Context: an optimization exercise on an open-source flow, tuned for small area, a short achievable clock period and few clock cycles. The choices shown serve that exercise and are no tape-out recipe. In this exercise RTL edits were held to simulation tests only and were not proved equivalent to the original.

==> flow/design.v, too long to show whole: its modules and the start of the top module <==
// module rg_div: 90 lines
// module rot_geom: 902 lines
module rot_geom (
    input  wire        clk,
    input  wire        rst,         
    input  wire        start,
    input  wire        op,          
    input  wire [15:0] w,
    input  wire [15:0] h,
    input  wire [15:0] sin_q,       
    input  wire [15:0] cos_q,       
    output wire        busy,
    output wire        done,
    output wire [7:0]  errcode,
    output wire [31:0] res_a,       
    output wire [31:0] res_b        
);
  // ...
==> flow/flow/run.sh <==
#!/bin/bash
# The standard layout, with
#  - repair_timing aiming at a shorter period than the clock (setup margin),
#    repairing only the worst endpoints so that the area stays small;
set -o pipefail
bash standard.sh SETUP_SLACK_MARGIN=9.3 TNS_END_PERCENT=10 \
    "BUFFER_PORTS_ARGS=-buffer_cell sky130_fd_sc_hd__buf_4" finish > std_flow.log 2>&1
==> flow/standard.sh <==
#!/bin/bash
# synth_recipe.tcl (not shown) runs the flow's synth.tcl, then flattens the netlist and writes it again
# the make line also repeats each setting of config.mk as NAME=value (left out here)
make -C /OpenROAD-flow-scripts/flow DESIGN_CONFIG=/design/flow/config.mk WORK_HOME=/design/flow/orfs CLKGATE_MAP_FILE= SYNTH_SCRIPT=/design/flow/synth_recipe.tcl "${@:-finish}"
==> flow/config.mk <==
export PLATFORM = sky130hd
export DESIGN_NAME = rot_geom
export DESIGN_NICKNAME = rot_geom
export VERILOG_FILES = /design/flow/design.v
export SDC_FILE = /design/flow/constraint.sdc
export NUM_CORES = 4
export LEC_CHECK = 0
export CAP_MARGIN = 40
export CORE_MARGIN = 2
export CORE_UTILIZATION = 40
export PLACE_DENSITY = 0.6
export SLEW_MARGIN = 30
==> flow/constraint.sdc <==
create_clock -name core_clock -period 13.0 [get_ports {clk}]
set_input_delay 2.6000 -clock core_clock [delete_from_list [all_inputs] [get_ports {clk}]]
set_output_delay 2.6000 -clock core_clock [all_outputs]
set_load 0.01 [all_outputs]
==> notes.md, run 1 <==
- Mean Syn Cell Area: about 8 um2
- Top cells by count, synth: 660 x nand2_1, 571 x a21oi_1, 501 x nor2_1
- Setup TNS Final: 0 ns
- Clock slew at reported path FFs: about 0.070 ns
- Cells along the critical path: buf_4
- Setup violations, final: 0
- DR top layer: met5
- Worst min-delay path category: register to register
- Fill cell count: about 13,000
- All-Layer GR Usage: 0.3641
- Final Wtd Congestion: 1.052
- Worst Setup Slack, final: between 9 and 10 ns
- Post-synth EDFFs: around 160
- Status: finished clean
- Average wire per standard cell: 29.94 um
- Simple-gate share of the synthesized area: 0.1762
- First-pass GRT wire length: 360,500 um
- FF+latch count: roughly 500
- Fin crit share: 0.3061
- Post-CTS setup repair buffer count: 118
- WHS Path Cells: 0
- Async S/R FF share, synth: 0
- Cell Rows: roughly 130
- Max Cap Viol: 0
- IO Port Bufs: between 100 and 150
- Worst path depth: 1
- WP buf/inv: 1
- Met3 routed WL: about 28,000 um
- Dpl ws: 7.563 ns
- Commonest non-fill, non-tap cell in the layout: nand2_1
Testbench counts, summed over its fixed seeds: cycles 20,186.
==> inputs of run 2 (changes only) <==
--- a/flow/flow/run.sh
+++ b/flow/flow/run.sh
@@ -5,3 +5,3 @@
 set -o pipefail
-bash standard.sh SETUP_SLACK_MARGIN=9.3 TNS_END_PERCENT=10 \
+bash standard.sh SETUP_SLACK_MARGIN=9.0 TNS_END_PERCENT=10 \
     "BUFFER_PORTS_ARGS=-buffer_cell sky130_fd_sc_hd__buf_4" finish > std_flow.log 2>&1
==> run 2 against run 1 <==
  * Largest cell class unchanged
  * Cell count fell by 2.2%
  * Still clean on timing, DRC and antenna
  * Sequential share of layout area increased by 0.62 points
  * Worst hold slack about the same
  * Synthesized area is the same
  * Die area is the same
  * Clock-buffer cell count unchanged
==> notes.md, run 2 <==
- Cell Rows: 132 (unchanged)
- Post-synth top area share: 0.1306
- Max reg flops: 33
- Area contributors post-synth: dfxtp_1 13%, ha_1 9.5%, edfxtp_1 9.1%
- Mean Syn Cell Area: 8.035 um2 (unchanged)
- Max Cap Viol: 0 (unchanged)
- Area Overhead vs Synth: 13.47%
- WP buf/inv: 1 (unchanged)
- GRT overflow: 0
- Worst Setup Slack, final: 8.742 ns (-0.2787 ns)
- Cell family with most CP delay: flip-flops
- Area leader, netlist: dfxtp_1
- Setup violations, final: 0 (unchanged)
- Largest Register: ms
- RSZ-0062 raised after global routing: yes
- Routed vias/inst: around 6.3
- Commonest non-fill, non-tap cell in the layout: nand2_1
- Initial core utilization: 0.4039
- Post-route ant nets: 0
- Data arrival time of the worst path: 1.66 ns
- Final setup skew: 0.05794 ns
- Hold_sp: p1_ds[0]$_SDFF_PP0_
- Root Driver: clkbuf_16
- Post-synthesis sequential area ratio: 0.2217
- Worst relative slew slack: 0.2928
- Die width: around 370 um
- Num CTS Buffers: between 60 and 70
- Htree depth: 2
- WHS Path Cells: 0 (unchanged)
- Worst Max-Slew Pin Slew: about 1.1 ns
- Die ar.: roughly 0.13 mm2
- Setup TNS Final: 0 ns (unchanged)
- Die Height: about 370 um
- CP Capture Type: primary output
- Synth Register Bits: 501
- All-Layer GR Usage: 0.3511 (-0.01303)
- Tightest hold margin: 0.3347 ns
- WP data required: 10.40 ns
- Post-synth EDFFs: 159 (unchanged)
- # clock sinks: ~500
- Post-synthesis cell count: around 6,500
- Worst Path Max Fanout: 9
- Worst min-delay path category: register to register
- CTS tree: done
- Status: finished clean
- IO Port Bufs: 136 (unchanged)
- Cells along the critical path: buf_4
- Average wire per standard cell: 29.31 um (-2.1%)
- Async S/R FF share, synth: 0 (unchanged)
- Highest-count cells in the layout ignoring fill and taps: 652 x nand2_1, 554 x a21oi_1, 487 x nor2_1, 438 x inv_1, 399 x o21ai_0
- Fin crit share: 0.3275 (+0.02144)
- Total wire length: 245,300 um
- Final Wtd Congestion: 1.052 (unchanged)
- Crit Reg-Reg Startpoint: wge$_DFF_P_
- Drt pass-1 iters: 7
- Reg2reg setup slack: a little under 9 ns
- Critical Path Max Stage Delay: about 0.70 ns
- Critical path's slowest cell: dfxtp_1
- Initial DRC count: slightly above 7,000
- Clock slew at reported path FFs: 0.06 ns (about the same)
- Via count: 52,800
- Share of cells above drive strength 1: 0.1141
- Worst r2r dst: mc[16]$_DFF_P_
- Final Hold Vio Count: 0
- Drt drc: 0
- Core Area: 0.1298 mm2
- Largest net degree at the start of global routing: between 70 and 80
- Vias in the first global route: between 40,000 and 50,000
- Mapped cell area: about 0.052 mm2
- Slew Viols, Final: 0
- Yosys cell types: 100
- Minimum clock period: ~4.3 ns
- Fill cell count: 13,010 (+2.0%)
- Insertion delay of the later-clocked pin in the worst-skew pair: ~0.75 ns
- R2R depth: 12
- Top cells by count, synth: 660 x nand2_1, 571 x a21oi_1, 501 x nor2_1
- Top Ports: ~140
- Ys flop type: dfxtp_1
- CTS max path bufs: 3
- Critical path startpoint category: register
- Most frequent cell after synthesis: nand2_1
- Worst setup path category: register to primary output
- First-pass GRT wire length: 349,600 um (-3.0%)
- Antenna violations before repair: 14
- Hold EP: s2_ds[0]$_DFF_P_
- Dpl ws: 7.563 ns (unchanged)
- Synth Warn #: 2
- Final HPWL from detailed placement: about 190,000 um
- Nets: a little over 7,000
- F_max: roughly 230 MHz
run 2: layout make-up:
class / count / area [um2] / area share
sequential: 501 / 11730 / 0.1972
timing repair buffer: 357 / 3241 / 0.05447
inverter: 447 / 1685 / 0.02833
clock inverter: 31 / 420.4 / 0.007067
multi-input combinational: 5196 / 38420 / 0.6459
antenna: 10 / 25.02 / 0.0004207
tap: 1742 / 2180 / 0.03664
clock buffer: 85 / 1785 / 0.03001
run 2: cell families (layout without fill, tap and decap cells):
group | Yosys count | in the layout | synth area share
and+or+nand+nor | 1960 | 1960 | 0.1762
xor gates and xnor gates | 396 | 396 | 0.06723
AOI/OAI and AO/OA | 1914 | 1914 | 0.2324
other | 1 | 15 | 0.00007153
DFF | 501 | 501 | 0.2217
adders and majority gates | 634 | 634 | 0.1851
muxes | 287 | 287 | 0.05616
buffers and inverters | 832 | 920 | 0.06117
run 2: repair_timing:
action,4_1_cts,5_1_grt
pin swaps,2,16
hold buffers,0,0
setup endpoints to repair,240,212
gates cloned,0,5
buffers inserted,17,41
resized for setup,125,110
run 2: metrics by stage:
stage | util | area, um2 | cells
after floorplan | - | 52440 | 6529
after global placement | 0.4254 | 55230 | 8146
after global routing | 0.4581 | 59460 | 8359
after detailed placement | 0.4278 | 55540 | 8171
final | 0.4583 | 59490 | 8369
after CTS | 0.4494 | 58330 | 8304
run 2: how the worst max path moves through the flow:
stage	slack, ns	startpoint	cells past startpoint	to
after global placement	7.54	rst	10	u_db.P[31]$_DFF_P_
final	8.74	u_da.Q[2]$_DFF_P_	1	res_a[2]
after floorplan	8.65	start	9	u_da.Q[18]$_DFF_P_
after detailed placement	7.56	start	7	u_da.Q[25]$_DFF_P_
after global routing	8.75	wge$_DFF_P_	11	mc[24]$_DFF_P_
after CTS	8.78	u_da.Q[11]$_DFF_P_	1	res_a[11]
run 2: layer usage:
metal | track usage | vias to the layer above | share of wire
li1 | - | 23400 | -
met1 | 0.4502 | 25460 | 0.39
met2 | 0.5225 | 3125 | 0.42
met3 | 0.07338 | 812 | 0.10
met4 | 0.2539 | 4 | 0.086
met5 | 0 | - | 0.000086
run 2: worst reg2reg max path: stages, from the launching register on:
cell      delay [ns]
dfxtp_4         0.39
clkbuf_4        0.23
buf_4           0.15
mux2i_4         0.38
a211oi_1        0.14
a21oi_1         0.33
a21oi_2         0.16
xnor2_2         0.36
fa_1            0.51
fa_1            0.40
fa_1            0.51
inv_1           0.05
fa_1            0.44
==> inputs of run 3 (changes only) <==
--- a/flow/flow/run.sh
+++ b/flow/flow/run.sh
@@ -5,3 +5,3 @@
 set -o pipefail
-bash standard.sh SETUP_SLACK_MARGIN=9.0 TNS_END_PERCENT=10 \
+bash standard.sh SETUP_SLACK_MARGIN=8.7 TNS_END_PERCENT=5 \
     "BUFFER_PORTS_ARGS=-buffer_cell sky130_fd_sc_hd__buf_4" finish > std_flow.log 2>&1
==> run 3 against run 2 <==
  * Synthesized cell count unchanged
  * Register-to-register slack worse by 0.26 ns
  * Utilization fell by 0.81 points
  * Still clean on timing, DRC and antenna
  * Largest cell class unchanged
==> notes.md, run 3 <==
- Post-synth EDFFs: 159 (unchanged)
- Via count: 52,410 (-0.74%)
- Area contributors post-synth: dfxtp_1 13%, ha_1 9.5%, edfxtp_1 9.1%
- Commonest non-fill, non-tap cell in the layout: nand2_1
- Highest-count cells in the layout ignoring fill and taps: 655 x nand2_1, 559 x a21oi_1, 491 x nor2_1, 438 x inv_1, 408 x o21ai_0
- Insertion delay of the later-clocked pin in the worst-skew pair: 0.76 ns (about the same)
- Reg2reg setup slack: 8.53 ns (-0.26 ns)
- Worst relative slew slack: 0.3152 (+0.02236)
- Max reg flops: 33 (unchanged)
- Final setup skew: 0.06952 ns (+0.01158 ns)
- Worst min-delay path category: register to register
- Htree depth: 2 (unchanged)
- Initial core utilization: 0.4039 (unchanged)
- Core Area: 0.1298 mm2 (unchanged)
- CTS tree: done
- Drt drc: 0 (unchanged)
- Post-synthesis cell count: 6,525 (unchanged)
- Area leader, netlist: dfxtp_1
- Fill cell count: 13,100 (+0.68%)
- Crit Reg-Reg Startpoint: p1_ad[0]$_SDFF_PP0_
- Cell Rows: 132 (unchanged)
- R2R depth: 11 (-1)
- Antenna violations before repair: 11 (-3)
- Fin crit share: 0.3436 (+0.01606)
- Post-synthesis sequential area ratio: 0.2217 (unchanged)
- Worst Max-Slew Pin Slew: 1.027 ns (-0.03353 ns)
- RSZ-0062 raised after global routing: yes
- Setup violations, final: 0 (unchanged)
- Minimum clock period: 4.466 ns (+0.2087 ns)
- Crit path launch: p1_ad[0]$_SDFF_PP0_
- Async S/R FF share, synth: 0 (unchanged)
- Status: finished clean
- Drt pass-1 iters: 9 (+2)
- Post-route ant nets: 0 (unchanged)
- First-pass GRT wire length: 347,500 um (-0.60%)
- Largest Register: ms
- Mean Syn Cell Area: 8.035 um2 (unchanged)
- All-Layer GR Usage: 0.3488 (-0.002217)
- Yosys cell types: 100 (unchanged)
- Die width: 366.0 um (unchanged)
- Synth Register Bits: 501 (unchanged)
- Top Ports: 142 (unchanged)
- Average wire per standard cell: 29.16 um (-0.50%)
- Final HPWL from detailed placement: 188,500 um (unchanged)
- Post-synth top area share: 0.1306 (unchanged)
- Inst Count DP: 8,171 (unchanged)
- Critical path startpoint category: register
- Most frequent cell after synthesis: nand2_1
- Final Hold Vio Count: 0 (unchanged)
- Worst setup path category: register to register
- Initial DRC count: 6,976 (-3.3%)
- Largest net degree at the start of global routing: 71 (unchanged)
- Vias in the first global route: 49,480 (-0.42%)
- CP Capture Type: register
- Final Wtd Congestion: 1.052 (unchanged)
- CTS max path bufs: 3 (unchanged)
- Num CTS Buffers: 61 (unchanged)
- F_max: 223.9 MHz (-4.7%)
- Max Cap Viol: 0 (unchanged)
- GRT overflow: 0 (unchanged)
- IO Port Bufs: 136 (unchanged)
- Die Height: 366.0 um (unchanged)
- Top cells by count, synth: 660 x nand2_1, 571 x a21oi_1, 501 x nor2_1
- Worst Path Max Fanout: 50 (+41)
- Clock slew at reported path FFs: 0.06 ns (about the same)
- Area Overhead vs Synth: 11.45%
- Ys flop type: dfxtp_1
- Die ar.: 0.1340 mm2 (unchanged)
- Routed vias/inst: 6.296 (-0.21%)
- Total wire length: 242,800 um (-1.0%)
- Root Driver: clkbuf_16
- Synth Warn #: 2 (unchanged)
- Data arrival time of the worst path: 5.05 ns (+3.39 ns)
- # clock sinks: 501 (unchanged)
- Layout Cells excl Fill: 8,325 (-0.53%)
- Tightest hold margin: 0.3347 ns (-0.00002700 ns)
- Worst r2r dst: mc[11]$_DFF_P_
- Mapped cell area: 0.05243 mm2 (unchanged)
- CP endpoint: mc[11]$_DFF_P_
- WP data required: 13.58 ns (+3.18 ns)
- Nets: 7,224 (-0.58%)
- Setup TNS Final: 0 ns (unchanged)
- Share of cells above drive strength 1: 0.09703 (-0.01707)
- Slew Viols, Final: 0 (unchanged)
==> run 3: through the flow <==
step | utilization | setup slack (ns) | area [um2]
after floorplan | - | 8.654 | 52440
after global placement | 0.4254 | 7.542 | 55230
after detailed placement | 0.4278 | 7.563 | 55540
after CTS | 0.4462 | 8.531 | 57920
after global routing | 0.4500 | 8.510 | 58410
final | 0.4501 | 8.534 | 58430
==> run 3: routing by layer <==
metal	global-route usage	vias up	routed length, um
li1	-	23330	-
met1	0.4477	25220	95980
met2	0.5243	3088	102800
met3	0.07060	768	23780
met4	0.2440	10	20110
met5	0	-	58
==> run 3: cells by family (layout without fill, tap and decap cells) <==
| group | after synthesis | after routing | share of synthesized area |
|---|---|---|---|
| compound gates | 1914 | 1914 | 0.2324 |
| mux | 287 | 287 | 0.05616 |
| simple gates | 1960 | 1960 | 0.1762 |
| flops | 501 | 501 | 0.2217 |
| xor+xnor | 396 | 396 | 0.06723 |
| buf+inv | 832 | 878 | 0.06117 |
| other cells | 1 | 13 | 0.00007153 |
| fa+ha+maj | 634 | 634 | 0.1851 |
==> run 3: layout make-up <==
type / count / area, um2 / area share
Antenna cell: 8 / 20.02 / 0.0003426
Clock buffer: 85 / 1785 / 0.03056
Clock inverter: 31 / 420.4 / 0.007195
Inverter: 447 / 1680 / 0.02876
Multi-Input combinational cell: 5196 / 38090 / 0.6518
Sequential cell: 501 / 11660 / 0.1996
Tap cell: 1742 / 2180 / 0.03730
Timing Repair Buffer: 315 / 2594 / 0.04439
==> run 3: worst max-delay path, stage by stage, from the launching register on <==
cell     delay, ns
dfxtp_2       0.32
buf_4         0.48
nor2b_1       0.13
buf_4         0.22
a22oi_1       0.51
nor2_1        0.22
xnor2_1       0.41
fa_1          0.51
fa_1          0.40
fa_1          0.51
inv_1         0.05
fa_1          0.45
==> run 3: worst min path at each step <==
stage	cells after the start	endpoint	slack (ns)	startpoint
detailed placement	0	s2_ds[0]$_DFF_P_	0.32	p1_ds[0]$_SDFF_PP0_
finish	0	s2_ds[0]$_DFF_P_	0.33	p1_ds[0]$_SDFF_PP0_
global route	0	s2_ds[0]$_DFF_P_	0.34	p1_ds[0]$_SDFF_PP0_
CTS	0	s2_ds[0]$_DFF_P_	0.34	p1_ds[0]$_SDFF_PP0_
global placement	0	s2_ds[0]$_DFF_P_	0.33	p1_ds[0]$_SDFF_PP0_
floorplan	0	s2_ds[0]$_DFF_P_	0.31	p1_ds[0]$_SDFF_PP0_
==> run 3: repair_timing <==
item | CTS | global route
setup buffers | 1 | 21
hold buffers | 0 | 0
pin swaps | 0 | 3
endpoints found under the setup margin | 138 | 121
gates resized for setup | 39 | 50

[port drivers added, routing unchanged]
No port has a modelled driver above. Below, the same layouts with a new extraction and two added sets of constraints.
Step 1 sets driving cells, clkbuf_16 on the clock port and buf_2 on the other inputs (assumed; they add their load-dependent delay and slew).
Step 2 adds t to the input delays and takes it off the output delays; t is the mean of the earliest and latest rising clock arrival at the registers after step 1. Input paths then give back, and output paths get back, about the clock's delay inside the block.
Three values: ideal ports, drivers, drivers and shift; two values: the first two.
run	t (ns)	setup WS [ns]	hold WS [ns]	latest minus earliest clock arrival (ns)	worst slew at a driven data input, ns
run 1	0.801	9.021 / 8.944 / 8.364	0.335 / 0.335 / 0.335	0.075 / 0.075	0.06
run 2	0.798	8.742 / 8.662 / 8.208	0.335 / 0.335 / 0.335	0.059 / 0.059	0.06
run 3	0.800	8.534 / 8.534 / 7.877	0.335 / 0.335 / 0.335	0.070 / 0.070	0.05
After both steps every run listed still meets setup and hold.
